This design comes from an exercise in tuning for small area, a short achievable clock period and few clock cycles per item on the open sky130 flow, not from production work. Only simulation tests tie the RTL to the original design; equivalence was not proved.

Setup of trial 62:
==> module aes256_core, before the edit <==
module aes256_core (
    input  wire         clk,
    input  wire         rst,         
    input  wire         in_valid,
    output wire         in_ready,
    input  wire [255:0] key,
    input  wire [127:0] block_in,
    output wire         out_valid,
    output wire [127:0] block_out
);
    function [7:0] xtime;
        input [7:0] b;
        xtime = {b[6:0], 1'b0} ^ (b[7] ? 8'h1b : 8'h00);
    endfunction
    function [31:0] mix_column;
        input [31:0] col;
        reg [7:0] a0, a1, a2, a3;
        begin
            a0 = col[31:24];
            a1 = col[23:16];
            a2 = col[15:8];
            a3 = col[7:0];
            mix_column[31:24] = xtime(a0 ^ a1) ^ a1 ^ (a2 ^ a3);
            mix_column[23:16] = xtime(a1 ^ a2) ^ a2 ^ (a3 ^ a0);
            mix_column[15:8]  = xtime(a2 ^ a3) ^ a3 ^ (a0 ^ a1);
            mix_column[7:0]   = xtime(a3 ^ a0) ^ a0 ^ (a1 ^ a2);
        end
    endfunction
    function [127:0] inv_shift_rows;
        input [127:0] s;
        integer i;
        begin
            for (i = 0; i < 16; i = i + 1)
                inv_shift_rows[127-8*((i % 4) + 4 * (((i / 4) + (i % 4)) % 4)) -: 8] = s[127-8*i -: 8];
        end
    endfunction
    function [127:0] shift_rows;
        input [127:0] s;
        integer i;
        begin
            for (i = 0; i < 16; i = i + 1)
                shift_rows[127-8*i -: 8] = s[127-8*((i % 4) + 4 * (((i / 4) + (i % 4)) % 4)) -: 8];
        end
    endfunction
    function [7:0] rcon_of;
        input [3:0] r;
        case (r)
            4'd1:    rcon_of = 8'h01;
            4'd3:    rcon_of = 8'h02;
            4'd5:    rcon_of = 8'h04;
            4'd7:    rcon_of = 8'h08;
            4'd9:    rcon_of = 8'h10;
            4'd11:   rcon_of = 8'h20;
            4'd13:   rcon_of = 8'h40;
            default: rcon_of = 8'h00;
        endcase
    endfunction
    reg          b1, b2, b3;
    reg  [3:0]   r1, r2, r3;
    reg  [127:0] s1;           
    reg  [191:0] s2;           
    reg  [127:0] s3;           
    reg  [255:0] k1, k2, k3;   
    reg  [47:0]  km2;          
    reg  [31:0]  kt3;          
    reg          l1, l2;       
    reg          load, loadk, rdy, done;
    wire         last2 = (r2 == 4'd14);
    assign in_ready  = rdy;
    assign out_valid = done;
    assign block_out = shift_rows(s3);
    wire [127:0] ark = s1 ^ k1[255:128];
    wire [191:0] s2_d;
    wire [47:0]  km2_d;
    wire [31:0]  sw_in = k1[31:0];
    genvar gi;
    generate
        for (gi = 0; gi < 16; gi = gi + 1) begin : g_sa
            aes_sbox_p1 u_p1 (.a(ark[127-8*gi -: 8]), .m(s2_d[191-12*gi -: 12]));
        end
        for (gi = 0; gi < 4; gi = gi + 1) begin : g_ka
            aes_sbox_p1 u_p1 (.a(sw_in[31-8*gi -: 8]), .m(km2_d[47-12*gi -: 12]));
        end
    endgenerate
    wire [127:0] s3_d;
    wire [31:0]  sw_out;
    generate
        for (gi = 0; gi < 16; gi = gi + 1) begin : g_sb
            aes_sbox_p2 u_p2 (.m(s2[191-12*gi -: 12]), .y(s3_d[127-8*gi -: 8]));
        end
        for (gi = 0; gi < 4; gi = gi + 1) begin : g_kb
            aes_sbox_p2 u_p2 (.m(km2[47-12*gi -: 12]), .y(sw_out[31-8*gi -: 8]));
        end
    endgenerate
    wire [31:0] kt3_d = r2[0] ? {sw_out[23:0], sw_out[31:24]} ^ {rcon_of(r2), 24'h0}
                              : sw_out;
    wire [127:0] s3_k = s3_d ^ (inv_shift_rows(k2[127:0]) & {128{l2}});
    wire [127:0] shifted = shift_rows(s3);
    wire [127:0] mixed;
    generate
        for (gi = 0; gi < 4; gi = gi + 1) begin : g_mix
            assign mixed[127-32*gi -: 32] = mix_column(shifted[127-32*gi -: 32]);
        end
    endgenerate
    wire [31:0] nw0 = k3[255:224] ^ kt3;
    wire [31:0] nw1 = k3[223:192] ^ nw0;
    wire [31:0] nw2 = k3[191:160] ^ nw1;
    wire [31:0] nw3 = k3[159:128] ^ nw2;
    always @(posedge clk) begin
        if (rst) begin
            b1   <= 1'b0;
            b2   <= 1'b0;
            b3   <= 1'b0;
            load  <= 1'b1;
            loadk <= 1'b1;
            rdy   <= 1'b1;
            done <= 1'b0;
        end else begin
            b1   <= load ? in_valid : b3;
            b2   <= b1;
            b3   <= b2;
            load  <= !b2 | last2;
            loadk <= !b2 | l2;
            rdy   <= !b2 | (r2[3:1] == 3'b111);
            done <= b2 & last2;
        end
    end
    always @(posedge clk) begin
        if (load) begin
            r1 <= 4'd1;
            l1 <= 1'b0;
            s1 <= block_in;
        end else begin
            r1 <= r3 + 4'd1;
            l1 <= (r3 == 4'd13);
            s1 <= mixed;
        end
        if (loadk)
            k1 <= key;
        else
            k1 <= {k3[127:0], nw0, nw1, nw2, nw3};
        r2  <= r1;
        l2  <= l1;
        s2  <= s2_d;
        k2  <= k1;
        km2 <= km2_d;
        r3  <= r2;
        s3  <= s3_k;
        k3  <= k2;
        kt3 <= kt3_d;
    end
endmodule
==> flow/config.mk <==
export PLATFORM = sky130hd
export DESIGN_NAME = aes256_core
export DESIGN_NICKNAME = aes256_core
export VERILOG_FILES = /design/flow/design.v
export SDC_FILE = /design/flow/constraint.sdc
export NUM_CORES = 4
export LEC_CHECK = 0
export ABC_AREA = 1
export CAP_MARGIN = 20
export CELL_PAD_IN_SITES_DETAIL_PLACEMENT = 0
export CELL_PAD_IN_SITES_GLOBAL_PLACEMENT = 1
export CORE_MARGIN = 2
export CORE_UTILIZATION = 60
export PLACE_DENSITY = 0.72
export SETUP_SLACK_MARGIN = 5.0
export SLEW_MARGIN = 20
==> flow/constraint.sdc <==
create_clock -name core_clock -period 8.0 [get_ports {clk}]
set_input_delay 1.6000 -clock core_clock [delete_from_list [all_inputs] [get_ports {clk}]]
set_output_delay 1.6000 -clock core_clock [all_outputs]
set_load 0.01 [all_outputs]
standard.sh (not shown) runs the stock make flow with config.mk's settings and CLKGATE_MAP_FILE= SYNTH_SCRIPT=/design/flow/synth_recipe.tcl, a recipe that flattens the netlist after the stock synthesis.
==> flow/flow/run.sh <==
#!/bin/bash
# The standard layout flow (standard.sh, ORFS), with the smallest plain
# buffer on the ports in place of ORFS's default port buffer. ORFS writes each
# tool's log under orfs/logs; standard.log holds the whole run's output.
export BUFFER_PORTS_ARGS="-buffer_cell sky130_fd_sc_hd__buf_1"
bash standard.sh finish > standard.log 2>&1
Testbench counts of trial 62, summed over its fixed seeds: cycles 26,904, blocks 1,920.
What trial 13 does differently from trial 62 at the input level:
--- a/flow/design.v
+++ b/flow/design.v
@@ -89,5 +89,5 @@
     function [31:0] mix_column;
         input [31:0] col;
-        reg [7:0] a0, a1, a2, a3;
+        reg [7:0] a0, a1, a2, a3, t;
         begin
             a0 = col[31:24];
@@ -95,8 +95,9 @@
             a2 = col[15:8];
             a3 = col[7:0];
-            mix_column[31:24] = xtime(a0 ^ a1) ^ a1 ^ (a2 ^ a3);
-            mix_column[23:16] = xtime(a1 ^ a2) ^ a2 ^ (a3 ^ a0);
-            mix_column[15:8]  = xtime(a2 ^ a3) ^ a3 ^ (a0 ^ a1);
-            mix_column[7:0]   = xtime(a3 ^ a0) ^ a0 ^ (a1 ^ a2);
+            t  = a0 ^ a1 ^ a2 ^ a3;
+            mix_column[31:24] = a0 ^ t ^ xtime(a0 ^ a1);
+            mix_column[23:16] = a1 ^ t ^ xtime(a1 ^ a2);
+            mix_column[15:8]  = a2 ^ t ^ xtime(a2 ^ a3);
+            mix_column[7:0]   = a3 ^ t ^ xtime(a3 ^ a0);
         end
     endfunction
[summary]
Non-clock buffer count, trial 13 and trial 62, higher one = trial 62.
s3[11] as the startpoint of the most critical setup path was reported by trial 62, and s3[73] by trial 13.
~same clock distribution area overhead in the final layout in trial 13 and trial 62
Compare trial 13 and trial 62 | final critical-path setup slack lower: trial 62
From trial 13 to trial 62, sequential cell count did not move at all.
The post-placement cell area number comes out higher for trial 62 vs trial 13.
Testbench counts of trial 13, summed over its fixed seeds: cycles 26,904, blocks 1,920.

* * *

Setup of v6:
aes256_core with an RTL version that a note above also has.
For scale: roughly 1300 flip-flops, roughly 520 I/O pins.
==> module aes256_core, before the edit <==
module aes256_core (
    input  wire         clk,
    input  wire         rst,         
    input  wire         in_valid,
    output wire         in_ready,
    input  wire [255:0] key,
    input  wire [127:0] block_in,
    output wire         out_valid,
    output wire [127:0] block_out
);
    function [7:0] xtime;
        input [7:0] b;
        xtime = {b[6:0], 1'b0} ^ (b[7] ? 8'h1b : 8'h00);
    endfunction
    function [31:0] mix_column;
        input [31:0] col;
        reg [7:0] a0, a1, a2, a3, t;
        begin
            a0 = col[31:24];
            a1 = col[23:16];
            a2 = col[15:8];
            a3 = col[7:0];
            t  = a0 ^ a1 ^ a2 ^ a3;
            mix_column[31:24] = a0 ^ t ^ xtime(a0 ^ a1);
            mix_column[23:16] = a1 ^ t ^ xtime(a1 ^ a2);
            mix_column[15:8]  = a2 ^ t ^ xtime(a2 ^ a3);
            mix_column[7:0]   = a3 ^ t ^ xtime(a3 ^ a0);
        end
    endfunction
    function [127:0] inv_shift_rows;
        input [127:0] s;
        integer i;
        begin
            for (i = 0; i < 16; i = i + 1)
                inv_shift_rows[127-8*((i % 4) + 4 * (((i / 4) + (i % 4)) % 4)) -: 8] = s[127-8*i -: 8];
        end
    endfunction
    function [127:0] shift_rows;
        input [127:0] s;
        integer i;
        begin
            for (i = 0; i < 16; i = i + 1)
                shift_rows[127-8*i -: 8] = s[127-8*((i % 4) + 4 * (((i / 4) + (i % 4)) % 4)) -: 8];
        end
    endfunction
    function [7:0] rcon_of;
        input [3:0] r;
        case (r)
            4'd1:    rcon_of = 8'h01;
            4'd3:    rcon_of = 8'h02;
            4'd5:    rcon_of = 8'h04;
            4'd7:    rcon_of = 8'h08;
            4'd9:    rcon_of = 8'h10;
            4'd11:   rcon_of = 8'h20;
            4'd13:   rcon_of = 8'h40;
            default: rcon_of = 8'h00;
        endcase
    endfunction
    reg          b1, b2, b3;
    reg  [3:0]   r1, r2, r3;
    reg  [127:0] s1;           
    reg  [191:0] s2;           
    reg  [127:0] s3;           
    reg  [255:0] k1, k2, k3;   
    reg  [47:0]  km2;          
    reg  [31:0]  kt3;          
    reg          l1, l2;       
    reg          load, loadk, rdy, done;
    wire         last2 = (r2 == 4'd14);
    assign in_ready  = rdy;
    assign out_valid = done;
    assign block_out = shift_rows(s3);
    wire [127:0] ark = s1 ^ k1[255:128];
    wire [191:0] s2_d;
    wire [47:0]  km2_d;
    wire [31:0]  sw_in = k1[31:0];
    genvar gi;
    generate
        for (gi = 0; gi < 16; gi = gi + 1) begin : g_sa
            aes_sbox_p1 u_p1 (.a(ark[127-8*gi -: 8]), .m(s2_d[191-12*gi -: 12]));
        end
        for (gi = 0; gi < 4; gi = gi + 1) begin : g_ka
            aes_sbox_p1 u_p1 (.a(sw_in[31-8*gi -: 8]), .m(km2_d[47-12*gi -: 12]));
        end
    endgenerate
    wire [127:0] s3_d;
    wire [31:0]  sw_out;
    generate
        for (gi = 0; gi < 16; gi = gi + 1) begin : g_sb
            aes_sbox_p2 u_p2 (.m(s2[191-12*gi -: 12]), .y(s3_d[127-8*gi -: 8]));
        end
        for (gi = 0; gi < 4; gi = gi + 1) begin : g_kb
            aes_sbox_p2 u_p2 (.m(km2[47-12*gi -: 12]), .y(sw_out[31-8*gi -: 8]));
        end
    endgenerate
    wire [31:0] kt3_d = r2[0] ? {sw_out[23:0], sw_out[31:24]} ^ {rcon_of(r2), 24'h0}
                              : sw_out;
    wire [127:0] s3_k = s3_d ^ (inv_shift_rows(k2[127:0]) & {128{l2}});
    wire [127:0] shifted = shift_rows(s3);
    wire [127:0] mixed;
    generate
        for (gi = 0; gi < 4; gi = gi + 1) begin : g_mix
            assign mixed[127-32*gi -: 32] = mix_column(shifted[127-32*gi -: 32]);
        end
    endgenerate
    wire [31:0] nw0 = k3[255:224] ^ kt3;
    wire [31:0] nw1 = k3[223:192] ^ nw0;
    wire [31:0] nw2 = k3[191:160] ^ nw1;
    wire [31:0] nw3 = k3[159:128] ^ nw2;
    always @(posedge clk) begin
        if (rst) begin
            b1   <= 1'b0;
            b2   <= 1'b0;
            b3   <= 1'b0;
            load  <= 1'b1;
            loadk <= 1'b1;
            rdy   <= 1'b1;
            done <= 1'b0;
        end else begin
            b1   <= load ? in_valid : b3;
            b2   <= b1;
            b3   <= b2;
            load  <= !b2 | last2;
            loadk <= !b2 | l2;
            rdy   <= !b2 | (r2[3:1] == 3'b111);
            done <= b2 & last2;
        end
    end
    always @(posedge clk) begin
        if (load) begin
            r1 <= 4'd1;
            l1 <= 1'b0;
            s1 <= block_in;
        end else begin
            r1 <= r3 + 4'd1;
            l1 <= (r3 == 4'd13);
            s1 <= mixed;
        end
        if (loadk)
            k1 <= key;
        else
            k1 <= {k3[127:0], nw0, nw1, nw2, nw3};
        r2  <= r1;
        l2  <= l1;
        s2  <= s2_d;
        k2  <= k1;
        km2 <= km2_d;
        r3  <= r2;
        s3  <= s3_k;
        k3  <= k2;
        kt3 <= kt3_d;
    end
endmodule
clock: 8.0 ns
lec_check: 0
abc_area: 1
cap_margin: 20
cell_pad_in_sites_detail_placement: 0
cell_pad_in_sites_global_placement: 1
core_margin: 2
core_utilization: 60
place_density: 0.72
setup_slack_margin: 5.0
slew_margin: 20
run.sh (not shown) runs the stock make flow with config.mk's settings and CLKGATE_MAP_FILE= SYNTH_SCRIPT=/design/flow/synth_recipe.tcl, a recipe that flattens the netlist after the stock synthesis.
Stock flow here: none of the scripts above is used.
Testbench counts of v6, summed over its fixed seeds: cycles 26,904, blocks 1,920.
diff inputs: v6 => v7
diff --git a/flow/design.v b/flow/design.v
--- a/flow/design.v
+++ b/flow/design.v
@@ -99,18 +99,10 @@
             mix_column[23:16] = a1 ^ t ^ xtime(a1 ^ a2);
             mix_column[15:8]  = a2 ^ t ^ xtime(a2 ^ a3);
             mix_column[7:0]   = a3 ^ t ^ xtime(a3 ^ a0);
         end
     endfunction
-    function [127:0] inv_shift_rows;
-        input [127:0] s;
-        integer i;
-        begin
-            for (i = 0; i < 16; i = i + 1)
-                inv_shift_rows[127-8*((i % 4) + 4 * (((i / 4) + (i % 4)) % 4)) -: 8] = s[127-8*i -: 8];
-        end
-    endfunction
     function [127:0] shift_rows;
         input [127:0] s;
         integer i;
         begin
             for (i = 0; i < 16; i = i + 1)
@@ -136,16 +128,17 @@
     reg  [191:0] s2;           
     reg  [127:0] s3;           
     reg  [255:0] k1, k2, k3;   
     reg  [47:0]  km2;          
     reg  [31:0]  kt3;          
+    reg  [127:0] res;          
     reg          l1, l2;       
     reg          load, loadk, rdy, done;
     wire         last2 = (r2 == 4'd14);
     assign in_ready  = rdy;
     assign out_valid = done;
-    assign block_out = shift_rows(s3);
+    assign block_out = res;
     wire [127:0] ark = s1 ^ k1[255:128];
     wire [191:0] s2_d;
     wire [47:0]  km2_d;
     wire [31:0]  sw_in = k1[31:0];
     genvar gi;
@@ -167,11 +160,11 @@
             aes_sbox_p2 u_p2 (.m(km2[47-12*gi -: 12]), .y(sw_out[31-8*gi -: 8]));
         end
     endgenerate
     wire [31:0] kt3_d = r2[0] ? {sw_out[23:0], sw_out[31:24]} ^ {rcon_of(r2), 24'h0}
                               : sw_out;
-    wire [127:0] s3_k = s3_d ^ (inv_shift_rows(k2[127:0]) & {128{l2}});
+    wire [127:0] res_d = shift_rows(s3_d) ^ k2[127:0];
     wire [127:0] shifted = shift_rows(s3);
     wire [127:0] mixed;
     generate
         for (gi = 0; gi < 4; gi = gi + 1) begin : g_mix
             assign mixed[127-32*gi -: 32] = mix_column(shifted[127-32*gi -: 32]);
@@ -218,10 +211,11 @@
         l2  <= l1;
         s2  <= s2_d;
         k2  <= k1;
         km2 <= km2_d;
         r3  <= r2;
-        s3  <= s3_k;
+        s3  <= s3_d;
         k3  <= k2;
         kt3 <= kt3_d;
+        res <= res_d;
     end
 endmodule
- Fraction of layout cells with a size suffix above 1 for v7: 3.7 points down relative to v6
- First-pass GRT wire length: v7 vs v6 — no meaningful difference
- Any difference in fmax between v6 and v7 is small enough to ignore.
- Number of distinct library cells after synthesis: v7 vs v6 up 5
Testbench counts of v7, summed over its fixed seeds: cycles 26,904, blocks 1,920.

[separate check: timing with driven ports]
In the flow no input, the clock included, has a driving cell. The finished layouts below were timed again as built, in two steps.
Step 1: set_driving_cell puts a clkbuf_16 on clk and a buf_2 on each other input, an assumption about the parent block.
Step 2 adds t to the input delays and takes it off the output delays; t is the mean of the earliest and latest rising clock arrival at the registers after step 1. Input paths then give back, and output paths get back, about the clock's delay inside the block.
a / b / c = ideal / step 1 / step 2; a / b = the first two.
| run | shift t [ns] | setup WS [ns] | latest minus earliest clock arrival (ns) |
|---|---|---|---|
| trial 62 | 0.833 | 5.015 / 4.942 / 5.146 | 0.047 / 0.047 |
| trial 13 | 0.819 | 5.019 / 4.942 / 5.083 | 0.027 / 0.027 |
| v6 | 0.833 | 5.028 / 4.946 / 5.094 | 0.026 / 0.026 |
| v7 | 0.839 | 5.034 / 4.955 / 5.034 | 0.037 / 0.037 |
After both steps setup and hold are still met in every run listed.
